This design comes from an exercise in tuning for small area and few clock cycles on the open sky130 flow, not from production work. At most, simulation tests tie the RTL to the original design; equivalence was not proved. No driver is modelled on the clock port, so clocking that relies on it looks cheaper here than on a real chip. Power is estimated from default activity; no workload was simulated.

==> module xsvf_decoder, before the edit <==
module xsvf_decoder (
    input  wire        clk,
    input  wire        rst,
    input  wire        start,
    input  wire        policy,       
    input  wire        in_valid,
    input  wire        in_end,
    input  wire [7:0]  in_byte,
    output wire        in_ready,
    output wire        out_valid,
    input  wire        out_ready,
    output reg  [2:0]  out_type,
    output reg  [7:0]  out_byte,
    output reg         out_last,
    output reg  [31:0] out_pos
);
    localparam [2:0] T_OPCODE   = 3'd0,
                     T_OPERAND  = 3'd1,
                     T_DIAG     = 3'd2,
                     T_DONE     = 3'd3,
                     T_FAIL_UNK = 3'd4,
                     T_FAIL_TRC = 3'd5;
    localparam [1:0] ST_NONE = 2'd0,    
                     ST_RUN  = 2'd1,    
                     ST_END  = 2'd2;    
    localparam [1:0] PH_IDLE = 2'd0,
                     PH_OPER = 2'd1,
                     PH_SIR  = 2'd2;
    localparam [2:0] LC_UNKNOWN = 3'd0,
                     LC_ZERO    = 3'd1,
                     LC_ONE     = 3'd2,
                     LC_FOUR    = 3'd3,
                     LC_REG     = 3'd4,
                     LC_REG2    = 3'd5,
                     LC_SIR     = 3'd6;
    reg [1:0]  status;
    reg        policy_q;
    reg [1:0]  phase;
    reg [13:0] nsdr;         
    reg [31:0] pos;
    reg [4:0]  cur_op;       
    reg [14:0] start_lo;     
    reg        wrap;         
    reg [14:0] nrem;         
    function [2:0] len_class(input [7:0] b);
        case (b)
            8'h00:                               len_class = LC_ZERO;
            8'h01, 8'h03, 8'h0C, 8'h0D, 8'h0E:   len_class = LC_REG;
            8'h02:                               len_class = LC_SIR;
            8'h04, 8'h08:                        len_class = LC_FOUR;
            8'h07, 8'h12:                        len_class = LC_ONE;
            8'h09, 8'h0A, 8'h0F, 8'h10, 8'h11:   len_class = LC_REG2;
            default:                             len_class = LC_UNKNOWN;
        endcase
    endfunction
    wire [2:0]  lc = len_class(in_byte);
    wire        sdr_zero = !nsdr[13];
    reg  [14:0] op_nlen;
    always @* begin
        case (lc)
            LC_FOUR: op_nlen = 15'h7FFC;
            LC_REG:  op_nlen = {1'b1, nsdr};
            LC_REG2: op_nlen = {nsdr, 1'b0};
            default: op_nlen = 15'h7FFF;    
        endcase
    end
    wire        no_operands = (lc == LC_ZERO) || (((lc == LC_REG) || (lc == LC_REG2)) && sdr_zero);
    wire [4:0]  sir_n = in_byte[7:3];
    assign out_valid = (status == ST_RUN) && in_valid;
    assign in_ready  = !start && ((status == ST_END) || ((status == ST_RUN) && out_ready));
    wire step = (status == ST_RUN) && in_valid && in_ready;
    wire adv  = step && !in_end;         
    wire trc  = (phase != PH_IDLE);      
    genvar i;
    wire [32:0] pc;
    assign pc[0] = adv;
    generate for (i = 0; i < 32; i = i + 1) begin : g_pos
        assign pc[i+1] = pc[i] & pos[i];
    end endgenerate
    wire [31:0] pos_nx = pos ^ pc[31:0];
    wire [15:0] rc;
    assign rc[0] = 1'b1;
    generate for (i = 0; i < 15; i = i + 1) begin : g_rem
        assign rc[i+1] = rc[i] & nrem[i];
    end endgenerate
    wire [14:0] nrem_inc = nrem ^ rc[14:0];
    wire        rem_last = rc[15];
    wire [5:0] sc;
    assign sc[0] = 1'b1;
    generate for (i = 0; i < 5; i = i + 1) begin : g_sir
        assign sc[i+1] = sc[i] & !sir_n[i];
    end endgenerate
    wire [4:0] sir_nlen = ~sir_n ^ sc[4:0];
    wire [8:0] lcy;
    assign lcy[0] = 1'b1;
    generate for (i = 0; i < 8; i = i + 1) begin : g_lo
        assign lcy[i+1] = lcy[i] & !in_byte[i];
    end endgenerate
    wire [4:0] lo_n = ~in_byte[7:3] ^ lcy[7:3];
    wire [8:0] hcy;
    assign hcy[0] = lcy[8];
    generate for (i = 0; i < 8; i = i + 1) begin : g_hi
        assign hcy[i+1] = hcy[i] & nsdr[5+i];
    end endgenerate
    wire [13:0] nsdr_new = {!hcy[8], nsdr[12:5] ^ hcy[7:0], lo_n};
    wire        trc_out = in_end && trc;
    wire [17:0] tb;
    assign tb[0] = wrap && trc_out;
    generate for (i = 0; i < 17; i = i + 1) begin : g_trc
        assign tb[i+1] = tb[i] & !pos[15+i];
    end endgenerate
    wire [16:0] out_hi = pos[31:15] ^ tb[16:0];
    always @* begin
        out_type = T_OPERAND;
        out_byte = in_byte;
        out_last = 1'b0;
        out_pos  = {out_hi, pos[14:0]};
        if (in_end) begin
            out_last = 1'b1;
            if (!trc) begin
                out_type = T_DONE;
                out_byte = 8'h00;
            end else begin
                out_type = T_FAIL_TRC;
                out_byte = {3'b000, cur_op};
                out_pos  = {out_hi, start_lo};
            end
        end else begin
            case (phase)
                PH_IDLE: begin
                    if (lc == LC_UNKNOWN) begin
                        out_type = policy_q ? T_DIAG : T_FAIL_UNK;
                        out_last = !policy_q;
                    end else begin
                        out_type = T_OPCODE;
                        out_last = no_operands;
                    end
                end
                PH_SIR: begin
                    out_type = T_OPERAND;
                    out_last = (sir_n == 5'd0);
                end
                default: begin
                    out_type = T_OPERAND;
                    out_last = rem_last;
                end
            endcase
        end
    end
    always @(posedge clk) begin
        if (rst) begin
            status <= ST_NONE;
        end else if (start) begin
            status <= ST_RUN;
        end else if (step && (in_end || ((phase == PH_IDLE) && (lc == LC_UNKNOWN) && !policy_q))) begin
            status <= ST_END;
        end
    end
    always @(posedge clk) begin
        pos <= start ? 32'd0 : pos_nx;
    end
    always @(posedge clk) begin
        if (start) begin
            policy_q <= policy;
            phase    <= PH_IDLE;
            nsdr     <= 14'd0;
        end else if (adv) begin
            wrap <= (trc && wrap) || pc[15];
            case (phase)
                PH_IDLE: begin
                    cur_op   <= in_byte[4:0];
                    start_lo <= pos[14:0];
                    if (lc == LC_SIR) begin
                        phase <= PH_SIR;
                    end else if ((lc != LC_UNKNOWN) && !no_operands) begin
                        phase  <= PH_OPER;
                        nrem   <= op_nlen;
                    end
                end
                PH_SIR: begin
                    if (sir_n == 5'd0) begin
                        phase <= PH_IDLE;
                    end else begin
                        phase  <= PH_OPER;
                        nrem   <= {10'h3FF, sir_nlen};
                    end
                end
                default: begin
                    nrem <= nrem_inc;
                    if (cur_op == 5'h08) begin
                        if (nrem == 15'h7FFC)
                            nsdr[12:5] <= ~in_byte;
                        if (nrem == 15'h7FFD)
                            nsdr <= nsdr_new;
                    end
                    if (rem_last)
                        phase <= PH_IDLE;
                end
            endcase
        end
    end
endmodule
==> flow/config.mk <==
export PLATFORM = sky130hd
export DESIGN_NAME = xsvf_core
export DESIGN_NICKNAME = xsvf_core
export VERILOG_FILES = /design/flow/design.v
export SDC_FILE = /design/flow/constraint.sdc
export NUM_CORES = 4
export LEC_CHECK = 0
export CAP_MARGIN = 20
export CORE_MARGIN = 2
export CORE_UTILIZATION = 60
export SLEW_MARGIN = 20
==> flow/constraint.sdc <==
create_clock -name core_clock -period 10.0 [get_ports {clk}]
set_input_delay 2.0000 -clock core_clock [delete_from_list [all_inputs] [get_ports {clk}]]
set_output_delay 2.0000 -clock core_clock [all_outputs]
set_load 0.01 [all_outputs]
standard.sh (not shown) runs the stock make flow with config.mk's settings and CLKGATE_MAP_FILE= SYNTH_SCRIPT=/design/flow/synth_recipe.tcl, a recipe that flattens the netlist after the stock synthesis.
==> flow/flow/run.sh <==
#!/bin/bash
set -euo pipefail
work=$(pwd)
rm -rf "$work/scripts_area"
cp -r "$FLOW_HOME/scripts" "$work/scripts_area"
cp "$work/flow/abc_area.script" "$work/scripts_area/abc_area.script"
SCRIPTS_DIR="$work/scripts_area" ABC_AREA=1 bash standard.sh synth > synth_flow.log 2>&1
export BUFFER_PORTS_ARGS="-buffer_cell sky130_fd_sc_hd__buf_1"
export CTS_ARGS="-sink_clustering_enable -repair_clock_nets -buf_list {sky130_fd_sc_hd__clkbuf_4 sky130_fd_sc_hd__clkbuf_8} -dont_use_dummy_load"
bash standard.sh finish > standard_flow.log 2>&1
==> flow/flow/abc_area.script <==
strash
dc2
dch -f
amap
topo
dnsize -c
The baseline produced a clean layout.
==> next run, changes <==
--- a/flow/design.v
+++ b/flow/design.v
@@ -36,12 +36,13 @@
     reg [1:0]  status;
     reg        policy_q;
     reg [1:0]  phase;
     reg [13:0] nsdr;         
-    reg [31:0] pos;
+    reg [14:0] pos_lo;       
+    reg [16:0] pos_hi;       
+    reg        wrap;         
     reg [4:0]  cur_op;       
     reg [14:0] start_lo;     
-    reg        wrap;         
     reg [14:0] nrem;         
     function [2:0] len_class(input [7:0] b);
         case (b)
             8'h00:                               len_class = LC_ZERO;
@@ -71,14 +72,14 @@
     wire step = (status == ST_RUN) && in_valid && in_ready;
     wire adv  = step && !in_end;         
     wire trc  = (phase != PH_IDLE);      
     genvar i;
-    wire [32:0] pc;
+    wire [15:0] pc;
     assign pc[0] = adv;
-    generate for (i = 0; i < 32; i = i + 1) begin : g_pos
-        assign pc[i+1] = pc[i] & pos[i];
+    generate for (i = 0; i < 15; i = i + 1) begin : g_pos
+        assign pc[i+1] = pc[i] & pos_lo[i];
     end endgenerate
-    wire [31:0] pos_nx = pos ^ pc[31:0];
+    wire [14:0] pos_lo_nx = pos_lo ^ pc[14:0];
     wire [15:0] rc;
     assign rc[0] = 1'b1;
     generate for (i = 0; i < 15; i = i + 1) begin : g_rem
         assign rc[i+1] = rc[i] & nrem[i];
@@ -103,19 +104,19 @@
         assign hcy[i+1] = hcy[i] & nsdr[5+i];
     end endgenerate
     wire [13:0] nsdr_new = {!hcy[8], nsdr[12:5] ^ hcy[7:0], lo_n};
     wire        trc_out = in_end && trc;
-    wire [17:0] tb;
-    assign tb[0] = wrap && trc_out;
-    generate for (i = 0; i < 17; i = i + 1) begin : g_trc
-        assign tb[i+1] = tb[i] & !pos[15+i];
+    wire [17:0] hc;
+    assign hc[0] = wrap && !trc_out;
+    generate for (i = 0; i < 17; i = i + 1) begin : g_phi
+        assign hc[i+1] = hc[i] & pos_hi[i];
     end endgenerate
-    wire [16:0] out_hi = pos[31:15] ^ tb[16:0];
+    wire [16:0] out_hi = pos_hi ^ hc[16:0];
     always @* begin
         out_type = T_OPERAND;
         out_byte = in_byte;
         out_last = 1'b0;
-        out_pos  = {out_hi, pos[14:0]};
+        out_pos  = {out_hi, pos_lo};
         if (in_end) begin
             out_last = 1'b1;
             if (!trc) begin
                 out_type = T_DONE;
@@ -156,21 +157,25 @@
             status <= ST_END;
         end
     end
     always @(posedge clk) begin
-        pos <= start ? 32'd0 : pos_nx;
+        pos_lo <= start ? 15'd0 : pos_lo_nx;
     end
     always @(posedge clk) begin
         if (start) begin
             policy_q <= policy;
             phase    <= PH_IDLE;
             nsdr     <= 14'd0;
+            pos_hi   <= 17'd0;
+            wrap     <= 1'b0;
         end else if (adv) begin
             wrap <= (trc && wrap) || pc[15];
+            if (!trc)
+                pos_hi <= out_hi;    
             case (phase)
                 PH_IDLE: begin
                     cur_op   <= in_byte[4:0];
-                    start_lo <= pos[14:0];
+                    start_lo <= pos_lo;
                     if (lc == LC_SIR) begin
                         phase <= PH_SIR;
                     end else if ((lc != LC_UNKNOWN) && !no_operands) begin
                         phase  <= PH_OPER;
Area after synthesis drops by 3.9%.
Fmax climbs by 4.2%.
Routed wire length climbs by 0.43%.
Die area drops by 3.8%.
Power hardly moves.
Final cell count drops by 4.2%.
Register-to-register slack improved by 1.7 ns.
Combinational power drops by about 2%.
Worst setup slack improved by 0.35 ns.
Sequential share of layout area climbs by 1.2 points.
Hold slack got worse by 0.016 ns.
Synthesized cell count drops by 5.1%.
Utilization climbs by 0.63 points.
Sequential power climbs by about 1%.
Testbench counts after the change, summed over its fixed seeds: cycles 71,755.
For the first run of this note, only the layout was checked, not whether the RTL still works.


== the baseline ==
Another version of the RTL of xsvf_core (not shown whole).
Size: about 600 cells after synthesis, ~120 flip-flops, roughly 5900 um^2 of cells after synthesis.
==> module xsvf_decoder, before the edit <==
module xsvf_decoder (
    input  wire        clk,
    input  wire        rst,
    input  wire        start,
    input  wire        policy,       
    input  wire        in_valid,
    input  wire        in_end,
    input  wire [7:0]  in_byte,
    output wire        in_ready,
    output wire        out_valid,
    input  wire        out_ready,
    output reg  [2:0]  out_type,
    output reg  [7:0]  out_byte,
    output reg         out_last,
    output reg  [31:0] out_pos
);
    localparam [2:0] T_OPCODE   = 3'd0,
                     T_OPERAND  = 3'd1,
                     T_DIAG     = 3'd2,
                     T_DONE     = 3'd3,
                     T_FAIL_UNK = 3'd4,
                     T_FAIL_TRC = 3'd5;
    localparam [1:0] ST_NONE = 2'd0,    
                     ST_RUN  = 2'd1,    
                     ST_END  = 2'd2;    
    localparam [1:0] PH_IDLE = 2'd0,
                     PH_OPER = 2'd1,
                     PH_SIR  = 2'd2;
    localparam [2:0] LC_UNKNOWN = 3'd0,
                     LC_ZERO    = 3'd1,
                     LC_ONE     = 3'd2,
                     LC_FOUR    = 3'd3,
                     LC_REG     = 3'd4,
                     LC_REG2    = 3'd5,
                     LC_SIR     = 3'd6;
    reg [1:0]  status;
    reg        policy_q;
    reg [1:0]  phase;
    reg [13:0] nsdr;         
    reg [14:0] pos_lo;       
    reg [16:0] pos_hi;       
    reg        wrap;         
    reg [4:0]  cur_op;       
    reg [14:0] start_lo;     
    reg [14:0] nrem;         
    function [2:0] len_class(input [7:0] b);
        case (b)
            8'h00:                               len_class = LC_ZERO;
            8'h01, 8'h03, 8'h0C, 8'h0D, 8'h0E:   len_class = LC_REG;
            8'h02:                               len_class = LC_SIR;
            8'h04, 8'h08:                        len_class = LC_FOUR;
            8'h07, 8'h12:                        len_class = LC_ONE;
            8'h09, 8'h0A, 8'h0F, 8'h10, 8'h11:   len_class = LC_REG2;
            default:                             len_class = LC_UNKNOWN;
        endcase
    endfunction
    wire [2:0]  lc = len_class(in_byte);
    wire        sdr_zero = !nsdr[13];
    reg  [14:0] op_nlen;
    always @* begin
        case (lc)
            LC_FOUR: op_nlen = 15'h7FFC;
            LC_REG:  op_nlen = {1'b1, nsdr};
            LC_REG2: op_nlen = {nsdr, 1'b0};
            default: op_nlen = 15'h7FFF;    
        endcase
    end
    wire        no_operands = (lc == LC_ZERO) || (((lc == LC_REG) || (lc == LC_REG2)) && sdr_zero);
    wire [4:0]  sir_n = in_byte[7:3];
    assign out_valid = (status == ST_RUN) && in_valid;
    assign in_ready  = !start && ((status == ST_END) || ((status == ST_RUN) && out_ready));
    wire step = (status == ST_RUN) && in_valid && in_ready;
    wire adv  = step && !in_end;         
    wire trc  = (phase != PH_IDLE);      
    genvar i;
    wire [15:0] pc;
    assign pc[0] = adv;
    generate for (i = 0; i < 15; i = i + 1) begin : g_pos
        assign pc[i+1] = pc[i] & pos_lo[i];
    end endgenerate
    wire [14:0] pos_lo_nx = pos_lo ^ pc[14:0];
    wire [15:0] rc;
    assign rc[0] = adv;
    generate for (i = 0; i < 15; i = i + 1) begin : g_rem
        assign rc[i+1] = rc[i] & nrem[i];
    end endgenerate
    wire [14:0] nrem_inc = nrem ^ rc[14:0];
    wire        rem_last = rc[15];
    wire [5:0] sc;
    assign sc[0] = 1'b1;
    generate for (i = 0; i < 5; i = i + 1) begin : g_sir
        assign sc[i+1] = sc[i] & !sir_n[i];
    end endgenerate
    wire [4:0] sir_nlen = ~sir_n ^ sc[4:0];
    wire [8:0] lcy;
    assign lcy[0] = 1'b1;
    generate for (i = 0; i < 8; i = i + 1) begin : g_lo
        assign lcy[i+1] = lcy[i] & !in_byte[i];
    end endgenerate
    wire [4:0] lo_n = ~in_byte[7:3] ^ lcy[7:3];
    wire [8:0] hcy;
    assign hcy[0] = lcy[8];
    generate for (i = 0; i < 8; i = i + 1) begin : g_hi
        assign hcy[i+1] = hcy[i] & nsdr[5+i];
    end endgenerate
    wire [13:0] nsdr_new = {!hcy[8], nsdr[12:5] ^ hcy[7:0], lo_n};
    wire        trc_out = in_end && trc;
    wire [17:0] hc;
    assign hc[0] = wrap && !trc_out;
    generate for (i = 0; i < 17; i = i + 1) begin : g_phi
        assign hc[i+1] = hc[i] & pos_hi[i];
    end endgenerate
    wire [16:0] out_hi = pos_hi ^ hc[16:0];
    always @* begin
        out_type = T_OPERAND;
        out_byte = in_byte;
        out_last = 1'b0;
        out_pos  = {out_hi, pos_lo};
        if (in_end) begin
            out_last = 1'b1;
            if (!trc) begin
                out_type = T_DONE;
                out_byte = 8'h00;
            end else begin
                out_type = T_FAIL_TRC;
                out_byte = {3'b000, cur_op};
                out_pos  = {out_hi, start_lo};
            end
        end else begin
            case (phase)
                PH_IDLE: begin
                    if (lc == LC_UNKNOWN) begin
                        out_type = policy_q ? T_DIAG : T_FAIL_UNK;
                        out_last = !policy_q;
                    end else begin
                        out_type = T_OPCODE;
                        out_last = no_operands;
                    end
                end
                PH_SIR: begin
                    out_type = T_OPERAND;
                    out_last = (sir_n == 5'd0);
                end
                default: begin
                    out_type = T_OPERAND;
                    out_last = rem_last;
                end
            endcase
        end
    end
    always @(posedge clk) begin
        if (rst) begin
            status <= ST_NONE;
        end else if (start) begin
            status <= ST_RUN;
        end else if (step && (in_end || ((phase == PH_IDLE) && (lc == LC_UNKNOWN) && !policy_q))) begin
            status <= ST_END;
        end
    end
    always @(posedge clk) begin
        pos_lo <= start ? 15'd0 : pos_lo_nx;
    end
    always @(posedge clk) begin
        if (start) begin
            policy_q <= policy;
            phase    <= PH_IDLE;
            nsdr     <= 14'd0;
            pos_hi   <= 17'd0;
            wrap     <= 1'b0;
        end else if (adv) begin
            wrap <= (trc && wrap) || pc[15];
            if (!trc)
                pos_hi <= out_hi;    
            case (phase)
                PH_IDLE: begin
                    if (lc == LC_SIR)
                        phase <= PH_SIR;
                    else if ((lc != LC_UNKNOWN) && !no_operands)
                        phase <= PH_OPER;
                end
                PH_SIR: begin
                    if (sir_n == 5'd0)
                        phase <= PH_IDLE;
                    else
                        phase <= PH_OPER;
                end
                default: begin
                    if (cur_op == 5'h08) begin
                        if (nrem[1:0] == 2'd0)
                            nsdr[12:5] <= ~in_byte;
                        if (nrem[1:0] == 2'd1)
                            nsdr <= nsdr_new;
                    end
                    if (rem_last)
                        phase <= PH_IDLE;
                end
            endcase
        end
    end
    always @(posedge clk) begin
        case (phase)
            PH_IDLE: nrem <= op_nlen;
            PH_SIR:  nrem <= {10'h3FF, sir_nlen};
            default: nrem <= nrem_inc;    
        endcase
    end
    always @(posedge clk) begin
        if (phase == PH_IDLE) begin
            cur_op   <= in_byte[4:0];
            start_lo <= pos_lo;
        end
    end
endmodule
export LEC_CHECK = 0
export CAP_MARGIN = 20
export CORE_MARGIN = 2
export CORE_UTILIZATION = 70
export SLEW_MARGIN = 20
create_clock -name core_clock -period 10.0 [get_ports {clk}]
==> flow/flow/run.sh <==
#!/bin/bash
set -euo pipefail
work=$(pwd)
rm -rf "$work/scripts_area"
cp -r "$FLOW_HOME/scripts" "$work/scripts_area"
cp "$work/flow/abc_area.script" "$work/scripts_area/abc_area.script"
SCRIPTS_DIR="$work/scripts_area" ABC_AREA=1 bash standard.sh synth > synth_flow.log 2>&1
export BUFFER_PORTS_ARGS="-buffer_cell sky130_fd_sc_hd__buf_1"
export PRE_CTS_TCL="$work/flow/manual_cts.tcl"
export MANUAL_CTS_LEAVES=8
export MANUAL_CTS_ROOT=sky130_fd_sc_hd__clkbuf_8
export MANUAL_CTS_BUF=sky130_fd_sc_hd__clkbuf_8
export CTS_ARGS="-repair_clock_nets -dont_use_dummy_load"
bash standard.sh finish > standard_flow.log 2>&1
Other scripts of this flow, unchanged in this note and not shown: flow/flow/abc_area.script, flow/flow/manual_cts.tcl
Testbench counts of the baseline, summed over its fixed seeds: cycles 71,755.
Here is what was changed in the inputs of the candidate compared with the baseline.
--- a/flow/design.v
+++ b/flow/design.v
@@ -78,11 +78,11 @@
     generate for (i = 0; i < 15; i = i + 1) begin : g_pos
         assign pc[i+1] = pc[i] & pos_lo[i];
     end endgenerate
     wire [14:0] pos_lo_nx = pos_lo ^ pc[14:0];
     wire [15:0] rc;
-    assign rc[0] = adv;
+    assign rc[0] = 1'b1;
     generate for (i = 0; i < 15; i = i + 1) begin : g_rem
         assign rc[i+1] = rc[i] & nrem[i];
     end endgenerate
     wire [14:0] nrem_inc = nrem ^ rc[14:0];
     wire        rem_last = rc[15];
@@ -171,22 +171,29 @@
             wrap <= (trc && wrap) || pc[15];
             if (!trc)
                 pos_hi <= out_hi;    
             case (phase)
                 PH_IDLE: begin
-                    if (lc == LC_SIR)
+                    cur_op   <= in_byte[4:0];
+                    start_lo <= pos_lo;
+                    if (lc == LC_SIR) begin
                         phase <= PH_SIR;
-                    else if ((lc != LC_UNKNOWN) && !no_operands)
-                        phase <= PH_OPER;
+                    end else if ((lc != LC_UNKNOWN) && !no_operands) begin
+                        phase  <= PH_OPER;
+                        nrem   <= op_nlen;
+                    end
                 end
                 PH_SIR: begin
-                    if (sir_n == 5'd0)
+                    if (sir_n == 5'd0) begin
                         phase <= PH_IDLE;
-                    else
-                        phase <= PH_OPER;
+                    end else begin
+                        phase  <= PH_OPER;
+                        nrem   <= {10'h3FF, sir_nlen};
+                    end
                 end
                 default: begin
+                    nrem <= nrem_inc;
                     if (cur_op == 5'h08) begin
                         if (nrem[1:0] == 2'd0)
                             nsdr[12:5] <= ~in_byte;
                         if (nrem[1:0] == 2'd1)
                             nsdr <= nsdr_new;
@@ -195,23 +202,10 @@
                         phase <= PH_IDLE;
                 end
             endcase
         end
     end
-    always @(posedge clk) begin
-        case (phase)
-            PH_IDLE: nrem <= op_nlen;
-            PH_SIR:  nrem <= {10'h3FF, sir_nlen};
-            default: nrem <= nrem_inc;    
-        endcase
-    end
-    always @(posedge clk) begin
-        if (phase == PH_IDLE) begin
-            cur_op   <= in_byte[4:0];
-            start_lo <= pos_lo;
-        end
-    end
 endmodule
 module frame_builder (
     input  wire        clk,
     input  wire        rst,
     input  wire        req_valid,
## What came out
Every run (the baseline and the candidate) finished clean. The candidate vs the baseline, synthesized area went up by 240 um^2. The run showing the greater total power after layout is the candidate. The share of synthesized cell area in full adder, half adder and majority cells in the candidate sits 0.61 points below the value recorded for the baseline. Combinational power share: lower on the baseline. The baseline has lower final hold slack than the candidate. Comparing the baseline and the candidate, share of the clock period used by the worst path is lower on the baseline. Of the baseline and the candidate, the run reporting the lower static power due to leakage was the baseline. Going from the baseline to the candidate, number of non-filler instances in the completed layout moved up, number of flops mapped to enable cells by yosys moved up, number of library cell types mapped by synthesis moved down.
Testbench counts of the candidate, summed over its fixed seeds: cycles 71,755.

[afterwards: timing with drivers on the ports]
The results above use ideal ports. As a check the final layouts listed here were re-extracted and re-timed, cells and wires unchanged.
Step 1 sets driving cells, clkbuf_16 on the clock port and buf_2 on the other inputs (assumed; they add their load-dependent delay and slew).
Step 2, shift: input delay + t, output delay - t, t = (earliest + latest rising clock arrival at the registers) / 2. This alone moves slack from input paths to output paths.
a / b / c = ideal ports / drivers / drivers and shift; a / b = the first two.
run | t, ns | setup slack, ns | clock arrival spread, ns
the first run of note 1 | 0.446 | 1.239 / 1.246 / 0.800 | 0.036 / 0.036
the second run of note 1 | 0.445 | 1.591 / 1.566 / 1.566 | 0.039 / 0.039
the baseline | 0.414 | 1.294 / 1.270 / 1.270 | 0.021 / 0.022
the candidate | 0.417 | 1.268 / 1.241 / 1.241 | 0.017 / 0.017
After both steps every run listed still meets setup and hold. The setup slack of the first run of note 1, which loses most, moves by +0.007 ns with the drivers and by -0.439 ns with both steps.
